What follows belongs to an exercise in optimizing a design on an open flow for small area, a short achievable clock period and few clock cycles; a production flow would make more cautious choices. The RTL was checked by simulation tests, not by an equivalence proof against the original design. Power and IR drop assume default switching activity.

==> run a <==
// dscore_codec
module dscore_codec (
    input  wire        clk,
    input  wire        rst,           
    input  wire        cmd_valid,
    output wire        cmd_ready,
    input  wire [7:0]  cmd_op,
    input  wire [31:0] cmd_arg,
    input  wire [63:0] cmd_data,      
    input  wire [7:0]  cmd_len,
    output reg         resp_valid,
    output reg  [7:0]  resp_code,
    output reg         resp_flag,
    output reg  [31:0] resp_val,
    output reg  [7:0]  resp_off
);
make LEC_CHECK=0 ABC_AREA=1 CAP_MARGIN=20 CORE_MARGIN=2 CORE_UTILIZATION=65 CTS_BUF_LIST=sky130_fd_sc_hd__clkbuf_8 PLACE_DENSITY=0.75 SETUP_SLACK_MARGIN=5 SLEW_MARGIN=20 finish   # period 10.0 ns
run.sh (not shown) runs the stock make flow with config.mk's settings and CLKGATE_MAP_FILE= SYNTH_SCRIPT=/design/flow/synth_recipe.tcl, a recipe that flattens the netlist after the stock synthesis.
==> run b (differences from run a) <==
--- a/flow/design.v
+++ b/flow/design.v
@@ -221,67 +221,89 @@
     wire [15:0] hcnt   = (h == 3'd1) ? {12'd0, t[3:0]} : {w[15:8], w[23:16]};
     wire [7:0]  s_n1   = add8(rp, {4'd0, nlen}, 1'b1);
     reg [7:0] eqb;
     integer bi;
     always @* for (bi = 0; bi < 8; bi = bi + 1)
         eqb[bi] = (w[8*bi + 8 +: 8] == nm[8*bi +: 8]) || (bi >= nlen);
     wire nmatch = &eqb;
     reg [71:0] p_item;
-    reg [3:0]  p_len;
     reg [7:0]  p_code;
     always @* begin
         p_item = 72'd0;
-        p_len  = 4'd1;
         p_code = R_OK;
         case (cmd_op)
             8'h20: p_item[7:0] = 8'hC0;
             8'h21: p_item[7:0] = cmd_arg[0] ? 8'hC3 : 8'hC2;
             8'h22: begin
                 p_item[7:0] = cmd_arg[7:0];
                 if (cmd_arg[7]) p_code = R_REFUSED;
             end
             8'h23: begin
                 p_item[7:0] = cmd_arg[7:0];
                 if (cmd_arg[7:5] != 3'b111) p_code = R_REFUSED;
             end
-            8'h24: begin p_item[15:0] = {cmd_arg[7:0], 8'hCC}; p_len = 4'd2; end
-            8'h25: begin p_item[23:0] = {cmd_arg[7:0], cmd_arg[15:8], 8'hCD}; p_len = 4'd3; end
+            8'h24: begin p_item[15:0] = {cmd_arg[7:0], 8'hCC}; end
+            8'h25: begin p_item[23:0] = {cmd_arg[7:0], cmd_arg[15:8], 8'hCD}; end
             8'h26: begin
                 p_item[39:0] = {cmd_arg[7:0], cmd_arg[15:8], cmd_arg[23:16], cmd_arg[31:24], 8'hCE};
-                p_len = 4'd5;
             end
-            8'h27: begin p_item[15:0] = {cmd_arg[7:0], 8'hD0}; p_len = 4'd2; end
-            8'h28: begin p_item[23:0] = {cmd_arg[7:0], cmd_arg[15:8], 8'hD1}; p_len = 4'd3; end
+            8'h27: begin p_item[15:0] = {cmd_arg[7:0], 8'hD0}; end
+            8'h28: begin p_item[23:0] = {cmd_arg[7:0], cmd_arg[15:8], 8'hD1}; end
             8'h29: begin
                 p_item[39:0] = {cmd_arg[7:0], cmd_arg[15:8], cmd_arg[23:16], cmd_arg[31:24], 8'hD2};
-                p_len = 4'd5;
             end
             8'h2A: begin
                 p_item[39:0] = {cmd_arg[7:0], cmd_arg[15:8], cmd_arg[23:16], cmd_arg[31:24], 8'hCA};
-                p_len = 4'd5;
             end
             8'h2B: p_code = R_UNSUP;
             8'h2C: begin
                 p_item = {cmd_data, 3'b101, cmd_len[4:0]};
-                p_len  = cmd_len[3:0] + 4'd1;
                 if (cmd_len > 8'd8) p_code = R_REFUSED;
             end
             8'h2D, 8'h2E: begin
                 if (cmd_arg[15:4] == 12'd0) begin
                     p_item[7:0] = {(cmd_op == 8'h2D) ? 4'h9 : 4'h8, cmd_arg[3:0]};
                 end else begin
                     p_item[23:0] = {cmd_arg[7:0], cmd_arg[15:8], (cmd_op == 8'h2D) ? 8'hDC : 8'hDE};
-                    p_len = 4'd3;
                 end
             end
             default: p_code = R_REFUSED;
         endcase
     end
-    wire       p_fits = ge8(room, {4'd0, p_len});
+    wire [7:0] u_1 = sum8(used, 8'd1), u_2 = sum8(used, 8'd2), u_3 = sum8(used, 8'd3),
+               u_5 = sum8(used, 8'd5), u_8 = sum8(used, 8'd8);
+    wire [7:0] r_1 = dif8(room, 8'd1), r_2 = dif8(room, 8'd2), r_3 = dif8(room, 8'd3),
+               r_5 = dif8(room, 8'd5), r_8 = dif8(room, 8'd8);
+    wire [8:0] rr_l = add8(room, ~{4'd0, cmd_len[3:0]}, 1'b0);    
+    wire [7:0] u_r  = add8(used, {4'd0, cmd_len[3:0]}, 1'b1);     
+    wire       g_1 = room != 8'd0, g_2 = ge8(room, 8'd2), g_3 = ge8(room, 8'd3),
+               g_5 = ge8(room, 8'd5);
+    wire       len8  = cmd_len[3:0] == 4'd8;
+    wire       ma_short = cmd_arg[15:4] == 12'd0;
+    reg  [7:0] pk_used, pk_room;
+    reg        p_fits;
+    always @* begin
+        case (cmd_op[3:0])
+            4'h4, 4'h7:       begin pk_used = u_2; pk_room = r_2; p_fits = g_2; end
+            4'h5, 4'h8:       begin pk_used = u_3; pk_room = r_3; p_fits = g_3; end
+            4'h6, 4'h9, 4'hA: begin pk_used = u_5; pk_room = r_5; p_fits = g_5; end
+            4'hC: begin
+                pk_used = len8 ? u_8 : u_r;
+                pk_room = len8 ? r_8 : rr_l[7:0];
+                p_fits  = rr_l[8];
+            end
+            4'hD, 4'hE: begin
+                pk_used = ma_short ? u_1 : u_3;
+                pk_room = ma_short ? r_1 : r_3;
+                p_fits  = ma_short ? g_1 : g_3;
+            end
+            default:          begin pk_used = u_1; pk_room = r_1; p_fits = g_1; end
+        endcase
+    end
     wire       p_do   = acc && cmd_op[7:4] == 4'h2 && p_code == R_OK && p_fits;
     wire       a_do   = acc && cmd_op == 8'h10 && used != 8'd128;
     wire [5:0] nhash  = khash(cmd_data, cmd_len[3:0]);
     reg [NK-1:0] cand;
     integer ci;
     always @* for (ci = 0; ci < NK; ci = ci + 1)
         cand[ci] = kv[ci] && q > 2 * ci && kh[ci] == nhash;
     function [6:0] kpos(input [NK-1:0] oh);
@@ -429,21 +451,21 @@
             8'h14: n_cur = 8'd0;
             8'h15: begin n_cur = 8'd0; n_used = 8'd0; n_room = 8'd128; end
             8'h16: n_rf = cmd_arg[15:8] == 8'd0 && ge8(room, cmd_arg[7:0]);
             8'h2?: begin
                 if (p_code != R_OK || cmd_op > 8'h2E)
                     n_rc = (cmd_op > 8'h2E) ? R_REFUSED : p_code;
                 else if (!p_fits)
                     n_rc = R_NOSPACE;
-                else if (p_len > 4'd8) begin
-                    n_used = sum8(used, 8'd8); n_room = dif8(room, 8'd8);
+                else if (cmd_op[3:0] == 4'hC && len8) begin
+                    n_used = pk_used; n_room = pk_room;
                     n_eng = 1'b1; n_stage = E_PW2; n_rv = 1'b0; n_pos = cur;
                 end else begin
-                    n_used = sum8(used, {4'd0, p_len}); n_room = dif8(room, {4'd0, p_len});
+                    n_used = pk_used; n_room = pk_room;
                 end
             end
             8'h3?: begin
                 if (cmd_op[3:0] == 4'hE || cmd_op[3:0] == 4'hF)
                     n_rc = R_REFUSED;
                 else if (at_end)
                     n_rc = R_EXH;
                 else if (!accept(cmd_op[3:0], t))
@@ -574,17 +596,17 @@
         end else begin
             used <= n_used; room <= n_room; cur <= n_cur;
             ph <= gen && !ph;
             eng <= n_eng;
             resp_valid <= n_rv;
         end
         if (!mapf) map_n <= (cmd_arg[15:4] != 12'd0) ? 4'hF : cmd_arg[3:0];
         if (!arrf) begin
-            arr_h <= sum8(used, {4'd0, p_len});
+            arr_h <= pk_used;
             arr_n <= (cmd_arg[15:8] != 8'd0) ? 8'hFF : cmd_arg[7:0];
         end
         for (j = 0; j < NK; j = j + 1)
             if (q == 2 * j) begin
                 kv[j] <= (cmd_op == 8'h2C);
                 kp[j] <= used[6:0];
                 kh[j] <= nhash;
             end
==> flow/config.mk (replaced) <==
export PLATFORM = sky130hd
export DESIGN_NAME = dscore_codec
export DESIGN_NICKNAME = dscore_codec
export VERILOG_FILES = /design/flow/design.v
export SDC_FILE = /design/flow/constraint.sdc
export NUM_CORES = 4
export LEC_CHECK = 0
export ABC_AREA = 1
export CAP_MARGIN = 20
export CORE_MARGIN = 2
export CORE_UTILIZATION = 50
export CTS_BUF_LIST = sky130_fd_sc_hd__clkbuf_8
export PLACE_DENSITY = 0.65
export SETUP_SLACK_MARGIN = 5
export SLEW_MARGIN = 20
==> run c (differences from run a) <==
--- a/flow/design.v
+++ b/flow/design.v
@@ -221,67 +221,89 @@
     wire [15:0] hcnt   = (h == 3'd1) ? {12'd0, t[3:0]} : {w[15:8], w[23:16]};
     wire [7:0]  s_n1   = add8(rp, {4'd0, nlen}, 1'b1);
     reg [7:0] eqb;
     integer bi;
     always @* for (bi = 0; bi < 8; bi = bi + 1)
         eqb[bi] = (w[8*bi + 8 +: 8] == nm[8*bi +: 8]) || (bi >= nlen);
     wire nmatch = &eqb;
     reg [71:0] p_item;
-    reg [3:0]  p_len;
     reg [7:0]  p_code;
     always @* begin
         p_item = 72'd0;
-        p_len  = 4'd1;
         p_code = R_OK;
         case (cmd_op)
             8'h20: p_item[7:0] = 8'hC0;
             8'h21: p_item[7:0] = cmd_arg[0] ? 8'hC3 : 8'hC2;
             8'h22: begin
                 p_item[7:0] = cmd_arg[7:0];
                 if (cmd_arg[7]) p_code = R_REFUSED;
             end
             8'h23: begin
                 p_item[7:0] = cmd_arg[7:0];
                 if (cmd_arg[7:5] != 3'b111) p_code = R_REFUSED;
             end
-            8'h24: begin p_item[15:0] = {cmd_arg[7:0], 8'hCC}; p_len = 4'd2; end
-            8'h25: begin p_item[23:0] = {cmd_arg[7:0], cmd_arg[15:8], 8'hCD}; p_len = 4'd3; end
+            8'h24: begin p_item[15:0] = {cmd_arg[7:0], 8'hCC}; end
+            8'h25: begin p_item[23:0] = {cmd_arg[7:0], cmd_arg[15:8], 8'hCD}; end
             8'h26: begin
                 p_item[39:0] = {cmd_arg[7:0], cmd_arg[15:8], cmd_arg[23:16], cmd_arg[31:24], 8'hCE};
-                p_len = 4'd5;
             end
-            8'h27: begin p_item[15:0] = {cmd_arg[7:0], 8'hD0}; p_len = 4'd2; end
-            8'h28: begin p_item[23:0] = {cmd_arg[7:0], cmd_arg[15:8], 8'hD1}; p_len = 4'd3; end
+            8'h27: begin p_item[15:0] = {cmd_arg[7:0], 8'hD0}; end
+            8'h28: begin p_item[23:0] = {cmd_arg[7:0], cmd_arg[15:8], 8'hD1}; end
             8'h29: begin
                 p_item[39:0] = {cmd_arg[7:0], cmd_arg[15:8], cmd_arg[23:16], cmd_arg[31:24], 8'hD2};
-                p_len = 4'd5;
             end
             8'h2A: begin
                 p_item[39:0] = {cmd_arg[7:0], cmd_arg[15:8], cmd_arg[23:16], cmd_arg[31:24], 8'hCA};
-                p_len = 4'd5;
             end
             8'h2B: p_code = R_UNSUP;
             8'h2C: begin
                 p_item = {cmd_data, 3'b101, cmd_len[4:0]};
-                p_len  = cmd_len[3:0] + 4'd1;
                 if (cmd_len > 8'd8) p_code = R_REFUSED;
             end
             8'h2D, 8'h2E: begin
                 if (cmd_arg[15:4] == 12'd0) begin
                     p_item[7:0] = {(cmd_op == 8'h2D) ? 4'h9 : 4'h8, cmd_arg[3:0]};
                 end else begin
                     p_item[23:0] = {cmd_arg[7:0], cmd_arg[15:8], (cmd_op == 8'h2D) ? 8'hDC : 8'hDE};
-                    p_len = 4'd3;
                 end
             end
             default: p_code = R_REFUSED;
         endcase
     end
-    wire       p_fits = ge8(room, {4'd0, p_len});
+    wire [7:0] u_1 = sum8(used, 8'd1), u_2 = sum8(used, 8'd2), u_3 = sum8(used, 8'd3),
+               u_5 = sum8(used, 8'd5), u_8 = sum8(used, 8'd8);
+    wire [7:0] r_1 = dif8(room, 8'd1), r_2 = dif8(room, 8'd2), r_3 = dif8(room, 8'd3),
+               r_5 = dif8(room, 8'd5), r_8 = dif8(room, 8'd8);
+    wire [8:0] rr_l = add8(room, ~{4'd0, cmd_len[3:0]}, 1'b0);    
+    wire [7:0] u_r  = add8(used, {4'd0, cmd_len[3:0]}, 1'b1);     
+    wire       g_1 = room != 8'd0, g_2 = ge8(room, 8'd2), g_3 = ge8(room, 8'd3),
+               g_5 = ge8(room, 8'd5);
+    wire       len8  = cmd_len[3:0] == 4'd8;
+    wire       ma_short = cmd_arg[15:4] == 12'd0;
+    reg  [7:0] pk_used, pk_room;
+    reg        p_fits;
+    always @* begin
+        case (cmd_op[3:0])
+            4'h4, 4'h7:       begin pk_used = u_2; pk_room = r_2; p_fits = g_2; end
+            4'h5, 4'h8:       begin pk_used = u_3; pk_room = r_3; p_fits = g_3; end
+            4'h6, 4'h9, 4'hA: begin pk_used = u_5; pk_room = r_5; p_fits = g_5; end
+            4'hC: begin
+                pk_used = len8 ? u_8 : u_r;
+                pk_room = len8 ? r_8 : rr_l[7:0];
+                p_fits  = rr_l[8];
+            end
+            4'hD, 4'hE: begin
+                pk_used = ma_short ? u_1 : u_3;
+                pk_room = ma_short ? r_1 : r_3;
+                p_fits  = ma_short ? g_1 : g_3;
+            end
+            default:          begin pk_used = u_1; pk_room = r_1; p_fits = g_1; end
+        endcase
+    end
     wire       p_do   = acc && cmd_op[7:4] == 4'h2 && p_code == R_OK && p_fits;
     wire       a_do   = acc && cmd_op == 8'h10 && used != 8'd128;
     wire [5:0] nhash  = khash(cmd_data, cmd_len[3:0]);
     reg [NK-1:0] cand;
     integer ci;
     always @* for (ci = 0; ci < NK; ci = ci + 1)
         cand[ci] = kv[ci] && q > 2 * ci && kh[ci] == nhash;
     function [6:0] kpos(input [NK-1:0] oh);
@@ -429,21 +451,21 @@
             8'h14: n_cur = 8'd0;
             8'h15: begin n_cur = 8'd0; n_used = 8'd0; n_room = 8'd128; end
             8'h16: n_rf = cmd_arg[15:8] == 8'd0 && ge8(room, cmd_arg[7:0]);
             8'h2?: begin
                 if (p_code != R_OK || cmd_op > 8'h2E)
                     n_rc = (cmd_op > 8'h2E) ? R_REFUSED : p_code;
                 else if (!p_fits)
                     n_rc = R_NOSPACE;
-                else if (p_len > 4'd8) begin
-                    n_used = sum8(used, 8'd8); n_room = dif8(room, 8'd8);
+                else if (cmd_op[3:0] == 4'hC && len8) begin
+                    n_used = pk_used; n_room = pk_room;
                     n_eng = 1'b1; n_stage = E_PW2; n_rv = 1'b0; n_pos = cur;
                 end else begin
-                    n_used = sum8(used, {4'd0, p_len}); n_room = dif8(room, {4'd0, p_len});
+                    n_used = pk_used; n_room = pk_room;
                 end
             end
             8'h3?: begin
                 if (cmd_op[3:0] == 4'hE || cmd_op[3:0] == 4'hF)
                     n_rc = R_REFUSED;
                 else if (at_end)
                     n_rc = R_EXH;
                 else if (!accept(cmd_op[3:0], t))
@@ -574,17 +596,17 @@
         end else begin
             used <= n_used; room <= n_room; cur <= n_cur;
             ph <= gen && !ph;
             eng <= n_eng;
             resp_valid <= n_rv;
         end
         if (!mapf) map_n <= (cmd_arg[15:4] != 12'd0) ? 4'hF : cmd_arg[3:0];
         if (!arrf) begin
-            arr_h <= sum8(used, {4'd0, p_len});
+            arr_h <= pk_used;
             arr_n <= (cmd_arg[15:8] != 8'd0) ? 8'hFF : cmd_arg[7:0];
         end
         for (j = 0; j < NK; j = j + 1)
             if (q == 2 * j) begin
                 kv[j] <= (cmd_op == 8'h2C);
                 kp[j] <= used[6:0];
                 kh[j] <= nhash;
             end
==> flow/config.mk (replaced) <==
export PLATFORM = sky130hd
export DESIGN_NAME = dscore_codec
export DESIGN_NICKNAME = dscore_codec
export VERILOG_FILES = /design/flow/design.v
export SDC_FILE = /design/flow/constraint.sdc
export NUM_CORES = 4
export LEC_CHECK = 0
export ABC_AREA = 1
export CAP_MARGIN = 20
export CORE_MARGIN = 2
export CORE_UTILIZATION = 40
export CTS_BUF_LIST = sky130_fd_sc_hd__clkbuf_8
export PLACE_DENSITY = 0.6
export SETUP_SLACK_MARGIN = 5
export SLEW_MARGIN = 20
==> run summary <==
- Run a never finished: it broke off in global routing (5_1_grt). Run b finished with timing, DRC and antenna clean. Run c passed the timing, DRC and antenna checks.
- Between run c and run b, the lower design area is in run b (gap 1.5%, measured against run b).
- Sequential share of layout area: run c is lower than run b (0.66 points).
- Utilization: run b is higher than run c (11 points).
- Against run c, the clock power of run b is lower by 4.3%.
- Of run c and run b, run c has the higher wire length (gap 4.0%, measured against run b).
==> figures <==
| metric | run c | run a | run b |
|---|---|---|---|
| Number of well taps | 2,495 | - | 2,016 |
| Max reg flops | 1,024 | - | 1,024 |
| Final Worst Setup Slack | 4760 ps | - | 4820 ps |
| Number of logic stages on the critical path including buffering | 14 | - | 35 |
| Met2 wire len | 159,000 um | - | 146,000 um |
| Hpwl dp | 257,000 um | 229,000 um | 241,000 um |
| Run status | timing/DRC/antenna clean | did not finish | timing/DRC/antenna clean |
| Stage where the flow stopped | - | global routing (5_1_grt) | - |
| Final area over synthesized area | 1.221x | - | 1.202x |
| Slew Viols, Final | 0 | - | 0 |
| Layout sequential cell count | 1,369 | - | 1,369 |
| Final net count | 9,632 | - | 9,561 |
Testbench counts of run a, summed over its fixed seeds: cycles 17,999.
Testbench counts of run b, summed over its fixed seeds: cycles 17,999.
Testbench counts of run c, summed over its fixed seeds: cycles 17,999.

static timing again, ports no longer ideal:
The flow's constraints put no driver on any port. The routed layouts listed below were extracted and timed again, unchanged, in two steps. Step 1 (the two cells are an assumption about what drives the block):
set clk [get_ports {clk}]
set_driving_cell -lib_cell sky130_fd_sc_hd__clkbuf_16 $clk
set_driving_cell -lib_cell sky130_fd_sc_hd__buf_2 [delete_from_list [all_inputs] $clk]
Step 2 moves the port delays by t, midway between the first and last clock arrival at a register: inputs arrive t later, outputs are due t later. That takes back most of the time a late clock gives input paths. Three values: ideal, step 1, step 2; two values: the first two.
run | t, ns | setup WS [ns] | latest minus earliest clock arrival (ns)
run b | 1.053 | 4.823 / 4.823 / 3.830 | 0.090 / 0.090
run c | 1.113 | 4.757 / 4.798 / 3.685 | 0.106 / 0.106
After both steps setup and hold are still met in every run listed. For run c, which loses most, drivers alone change the setup slack by +0.041 ns; drivers and shift together by -1.072 ns.
